Background: an optimization exercise with open tools, aiming at small area, a short achievable clock period and few clock cycles. Do not read the settings as production practice. RTL that was checked went through simulation tests only; none was proved equivalent to the original. Power is estimated from default activity; no workload was simulated.

==> flow/design.v <==
module cksum_unit (
    input  wire        clk,
    input  wire        clear,       
    input  wire [15:0] init,        
    input  wire        step,        
    input  wire [7:0]  byte_in,
    output wire        carry,       
    output wire [7:0]  nx_q,        
    output wire [7:0]  ny_q,        
    output wire        c_q          
);
    reg [7:0] nx, ny;
    reg       c;
    function [8:0] add8c(input [7:0] a, input [7:0] b, input ci);
        reg [8:0] g, p, gn, pn;
        integer i, d;
        begin
            g = {a & b, ci};
            p = {a ^ b, 1'b0};
            for (d = 1; d < 9; d = d * 2) begin
                for (i = 0; i < 9; i = i + 1) begin
                    if (i >= d) begin
                        gn[i] = g[i] | (p[i] & g[i-d]);
                        pn[i] = p[i] & p[i-d];
                    end else begin
                        gn[i] = g[i];
                        pn[i] = p[i];
                    end
                end
                g = gn;
                p = pn;
            end
            add8c = {g[8], (a ^ b) ^ g[7:0]};
        end
    endfunction
    wire [8:0] add = add8c(~nx, byte_in, c);
    always @(posedge clk) begin
        if (clear) begin
            nx <= ~init[15:8];
            ny <= ~init[7:0];
            c <= 1'b0;
        end else if (step) begin
            nx <= ny;
            ny <= ~add[7:0];
            c <= add[8];
        end
    end
    assign carry = step ? add[8] : c;
    assign nx_q  = nx;
    assign ny_q  = ny;
    assign c_q   = c;
endmodule
module udp_tx_engine (
    input  wire        clk,
    input  wire        rst,
    input  wire        cmd_valid,
    output wire        cmd_ready,
    input  wire        cmd_op,
    input  wire [15:0] cmd_sport,
    input  wire [15:0] cmd_dport,
    input  wire [31:0] cmd_dst_ip,
    input  wire [15:0] cmd_len,
    input  wire        in_valid,
    output wire        in_ready,
    input  wire [7:0]  in_data,
    output wire        out_valid,
    input  wire        out_ready,
    output wire [7:0]  out_data,
    output wire        out_last,
    output wire        res_valid,
    output wire [1:0]  res_code,
    output wire [15:0] res_cksum
);
    localparam [15:0] MAX_PLEN = 16'd4054;    
    reg        cr;                  
    reg        c_ck, c_udp, c_nz;   
    reg        hv;                  
    reg [31:0] dst;
    reg [15:0] sp, dp;
    reg [5:0]  hidx;                
    reg        hs_q;                
    reg [7:0]  hb;                  
    reg [15:0] cnt;                 
    reg        cnz;                 
    reg        up;                  
    reg        ckb;                 
    reg        kv;                  
    reg        kodd;                
    reg        ir;                  
    reg        irm;                 
    reg [7:0]  sd;                  
    reg        sl;
    reg        sv;                  
    reg        ov;
    reg [7:0]  od;
    reg        ol;
    reg        rv, rck, rbig;
    function [15:0] dec16(input [15:0] a);       
        reg [15:0] z, zn;                        
        integer i, d;
        begin
            z = {~a[14:0], 1'b1};
            for (d = 1; d < 16; d = d * 2) begin
                for (i = 0; i < 16; i = i + 1)
                    zn[i] = (i >= d) ? (z[i] & z[i-d]) : z[i];
                z = zn;
            end
            dec16 = a ^ z;
        end
    endfunction
    function [11:0] add12(input [11:0] a, input [11:0] b);
        reg [11:0] g, p, gn, pn;
        integer i, d;
        begin
            g = {a[10:0] & b[10:0], 1'b0};
            p = {a[10:0] ^ b[10:0], 1'b0};
            for (d = 1; d < 12; d = d * 2) begin
                for (i = 0; i < 12; i = i + 1) begin
                    if (i >= d) begin
                        gn[i] = g[i] | (p[i] & g[i-d]);
                        pn[i] = p[i] & p[i-d];
                    end else begin
                        gn[i] = g[i];
                        pn[i] = p[i];
                    end
                end
                g = gn;
                p = pn;
            end
            add12 = a ^ b ^ g;
        end
    endfunction
    function [5:0] inc6(input [5:0] a);
        integer i;
        begin
            for (i = 0; i < 6; i = i + 1)
                inc6[i] = a[i] ^ (&(a | ~((6'd1 << i) - 6'd1)));
        end
    endfunction
    wire fire_ck  = cr & c_ck;
    wire fire_udp = cr & c_udp;
    wire fire_big = cr & ~c_ck & ~c_udp;
    wire in_fire  = in_valid & ir;
    wire pay_fire = in_fire & ~irm;
    wire ck_fire  = in_fire & irm;
    wire od_free  = ~ov | out_ready;
    wire hload    = od_free & (hv | fire_udp) & ~up & ~sv;
    wire hlast    = (hidx == 6'd41);
    wire xfer     = hload & hlast;            
    wire        cnt_one = (cnt == 16'd1);
    wire [15:0] cnt_dec = dec16(cnt);
    reg  [7:0] hc_byte;
    always @* begin
        case (hidx[3:0])
            4'd1:    hc_byte = {4'd0, cnt[11:8]};
            4'd2:    hc_byte = cnt[7:0];
            4'd3:    hc_byte = dst[31:24];
            4'd4:    hc_byte = dst[23:16];
            4'd5:    hc_byte = dst[15:8];
            4'd6:    hc_byte = dst[7:0];
            default: hc_byte = 8'd0;
        endcase
    end
    wire       cu_carry;
    wire [7:0] cu_nx, cu_ny;
    wire       cu_step = kv | hs_q | (ckb & ~cnz & (cu_carry_q | kodd));
    wire       cu_carry_q;
    cksum_unit u_cksum (
        .clk     (clk),
        .clear   (fire_udp | fire_ck),
        .init    (c_ck ? 16'h0000 : 16'hB53C),
        .step    (cu_step),
        .byte_in ((kv ? sd : 8'd0) | hb),
        .carry   (cu_carry),
        .nx_q    (cu_nx),
        .ny_q    (cu_ny),
        .c_q     (cu_carry_q)
    );
    wire kodd_n = fire_ck ? 1'b0 : (kodd ^ cu_step);
    wire [11:0] hdr_len = add12(cnt[11:0], hidx[5] ? 12'd8 : 12'd28);
    reg [7:0] hbyte;
    always @* begin
        case (hidx)
            6'd0:  hbyte = 8'h52;  6'd1:  hbyte = 8'h55;  6'd2:  hbyte = 8'h0a;
            6'd3:  hbyte = 8'h00;  6'd4:  hbyte = 8'h02;  6'd5:  hbyte = 8'h02;
            6'd6:  hbyte = 8'h52;  6'd7:  hbyte = 8'h54;  6'd8:  hbyte = 8'h00;
            6'd9:  hbyte = 8'h12;  6'd10: hbyte = 8'h34;  6'd11: hbyte = 8'h56;
            6'd12: hbyte = 8'h08;  6'd13: hbyte = 8'h00;
            6'd14: hbyte = 8'h45;  6'd15: hbyte = 8'h00;
            6'd16: hbyte = {4'd0, hdr_len[11:8]};
            6'd17: hbyte = hdr_len[7:0];
            6'd22: hbyte = 8'd100; 6'd23: hbyte = 8'd17;
            6'd24: hbyte = cu_ny;
            6'd25: hbyte = cu_nx;
            6'd26: hbyte = 8'h0a;  6'd27: hbyte = 8'h00;
            6'd28: hbyte = 8'h02;  6'd29: hbyte = 8'h0f;
            6'd30: hbyte = dst[31:24]; 6'd31: hbyte = dst[23:16];
            6'd32: hbyte = dst[15:8];  6'd33: hbyte = dst[7:0];
            6'd34: hbyte = sp[15:8];   6'd35: hbyte = sp[7:0];
            6'd36: hbyte = dp[15:8];   6'd37: hbyte = dp[7:0];
            6'd38: hbyte = {4'd0, hdr_len[11:8]};
            6'd39: hbyte = hdr_len[7:0];
            default: hbyte = 8'h00;
        endcase
    end
    wire fire    = fire_udp | fire_ck;
    wire hv_n    = (hv & ~xfer) | fire_udp;
    wire up_n    = xfer ? cnz : (up & ~(pay_fire & cnt_one));
    wire cnz_n   = fire ? c_nz : (in_fire ? ~cnt_one : cnz);
    wire ck_done = rv & rck;                  
    wire ck_res_n = ckb & ~ck_done & ~cnz & ~cu_carry & ~kodd_n;
    wire ckb_n   = (ckb & ~ck_done) | fire_ck;
    wire sv_n    = od_free ? 1'b0 : (sv | pay_fire);
    wire ir_pay_n = up_n & ~sv_n;
    wire ir_ck_n  = ckb_n & cnz_n & ~sv_n;
    wire len_big = (cmd_len > MAX_PLEN);
    wire cr_n = cmd_valid & ~cr & ~hv_n & ~up_n & (~ckb_n | ck_res_n);
    always @(posedge clk) begin
        if (rst) begin
            cr   <= 1'b0;
            hv   <= 1'b0;
            hidx <= 6'd0;
            hs_q <= 1'b0;
            up   <= 1'b0;
            ckb  <= 1'b0;
            kv   <= 1'b0;
            kodd <= 1'b0;
            ir   <= 1'b0;
            irm  <= 1'b0;
            sv   <= 1'b0;
            ov   <= 1'b0;
            rv   <= 1'b0;
            rck  <= 1'b0;
            rbig <= 1'b0;
        end else begin
            cr   <= cr_n;
            hv   <= hv_n;
            if (hload) hidx <= hlast ? 6'd0 : inc6(hidx);
            hs_q <= hload & (hidx >= 6'd1) & (hidx <= 6'd9);
            up   <= up_n;
            ckb  <= ckb_n;
            kv   <= ck_fire;
            kodd <= kodd_n;
            ir   <= ir_pay_n | ir_ck_n;
            irm  <= ir_ck_n;
            sv   <= sv_n;
            if (od_free) ov <= sv | pay_fire | hload;
            rv   <= ck_res_n | fire_udp | fire_big;
            rck  <= ck_res_n;
            rbig <= fire_big;
        end
    end
    always @(posedge clk) begin
        c_ck  <= cmd_op;
        c_udp <= ~cmd_op & ~len_big;
        c_nz  <= (cmd_len != 16'd0);
        if (fire_udp) begin
            dst <= cmd_dst_ip;
            sp  <= cmd_sport;
            dp  <= cmd_dport;
        end
        hb <= hc_byte;
        if (fire)         cnt <= cmd_len;
        else if (in_fire) cnt <= cnt_dec;
        cnz <= cnz_n;
        if (ir) begin
            sd <= in_data;
            sl <= cnt_one;
        end
        if (od_free) begin
            if (sv) begin
                od <= sd;
                ol <= sl;
            end else if (ir & ~irm) begin
                od <= in_data;
                ol <= cnt_one;
            end else begin
                od <= hbyte;
                ol <= hlast & ~cnz;
            end
        end
    end
    assign cmd_ready = cr;
    assign in_ready  = ir;
    assign out_valid = ov;
    assign out_data  = od;
    assign out_last  = ol;
    assign res_valid = rv;
    assign res_code  = {rbig, 1'b0};
    assign res_cksum = {cu_nx, cu_ny};
endmodule
Settings: LEC_CHECK=0, CAP_MARGIN=20, CORE_MARGIN=2, CORE_UTILIZATION=55, CTS_BUF_LIST=sky130_fd_sc_hd__clkbuf_4 sky130_fd_sc_hd__clkbuf_8, PLACE_DENSITY=0.75, SETUP_SLACK_MARGIN=3.6, SLEW_MARGIN=20; clock period 6.0 ns.
standard.sh (not shown) runs the stock make flow with config.mk's settings and CLKGATE_MAP_FILE= SYNTH_SCRIPT=/design/flow/synth_recipe.tcl, a recipe that flattens the netlist after the stock synthesis.
==> flow/flow/run.sh <==
#!/bin/bash
# Layout flow: the standard ORFS flow, with small plain buffers (rather than
# the delay cell buffer_ports picks by default) as the port buffers.
set -euo pipefail
bash standard.sh BUFFER_PORTS_ARGS="-buffer_cell sky130_fd_sc_hd__buf_1" finish > orfs_make.log 2>&1
Rerun with:
--- a/flow/design.v
+++ b/flow/design.v
@@ -178,5 +178,6 @@
     );
     wire kodd_n = fire_ck ? 1'b0 : (kodd ^ cu_step);
-    wire [11:0] hdr_len = add12(cnt[11:0], hidx[5] ? 12'd8 : 12'd28);
+    wire [11:0] tot_len = add12(cnt[11:0], 12'd28);
+    wire [11:0] udp_len = add12(cnt[11:0], 12'd8);
     reg [7:0] hbyte;
     always @* begin
@@ -188,6 +189,6 @@
             6'd12: hbyte = 8'h08;  6'd13: hbyte = 8'h00;
             6'd14: hbyte = 8'h45;  6'd15: hbyte = 8'h00;
-            6'd16: hbyte = {4'd0, hdr_len[11:8]};
-            6'd17: hbyte = hdr_len[7:0];
+            6'd16: hbyte = {4'd0, tot_len[11:8]};
+            6'd17: hbyte = tot_len[7:0];
             6'd22: hbyte = 8'd100; 6'd23: hbyte = 8'd17;
             6'd24: hbyte = cu_ny;
@@ -199,6 +200,6 @@
             6'd34: hbyte = sp[15:8];   6'd35: hbyte = sp[7:0];
             6'd36: hbyte = dp[15:8];   6'd37: hbyte = dp[7:0];
-            6'd38: hbyte = {4'd0, hdr_len[11:8]};
-            6'd39: hbyte = hdr_len[7:0];
+            6'd38: hbyte = {4'd0, udp_len[11:8]};
+            6'd39: hbyte = udp_len[7:0];
             default: hbyte = 8'h00;
         endcase
Effect:
- The new run ran to the end with no violations
- combinational power barely changes
- core utilization came out lower by 0.55 points
- synthesized cell count climbs by 5.1%
- via count goes up by 2.9%
- routed wire length is higher by 9.7%
- synthesized area is higher by 1.8%
- cell area came out higher by 2.3%
- hold slack is worse by 0.0075 ns
- global-route usage came out higher by 1.7 points
Testbench counts after the change, summed over its fixed seeds: cycles 200,144.
No functional check of the RTL was part of the first run of this note.

-- separate check: timing with driven ports --
No port has a modelled driver above. Below, the same layouts with a new extraction and two added sets of constraints. Step 1 assumes that a clkbuf_16 drives the clock port and a buf_2 every other input. Step 2 moves the port delays by t, midway between the first and last clock arrival at a register: inputs arrive t later, outputs are due t later. That takes back most of the time a late clock gives input paths. Slacks: no drivers / after step 1 / after step 2; pairs: no drivers / after step 1.
run	t (ns)	slack for setup (ns)	worst hold slack (ns)	worst register clock-pin slew, ns	worst slew at a driven data input, ns
the first run	0.499	3.417 / 3.417 / 3.372	0.485 / 0.485 / 0.485	0.10 / 0.10	0.04
the second run	0.491	3.554 / 3.554 / 3.242	0.477 / 0.477 / 0.477	0.09 / 0.09	0.04
After both steps every run listed still meets setup and hold. The setup slack of the second run, which loses most, moves by 0.000 ns with the drivers and by -0.312 ns with both steps.
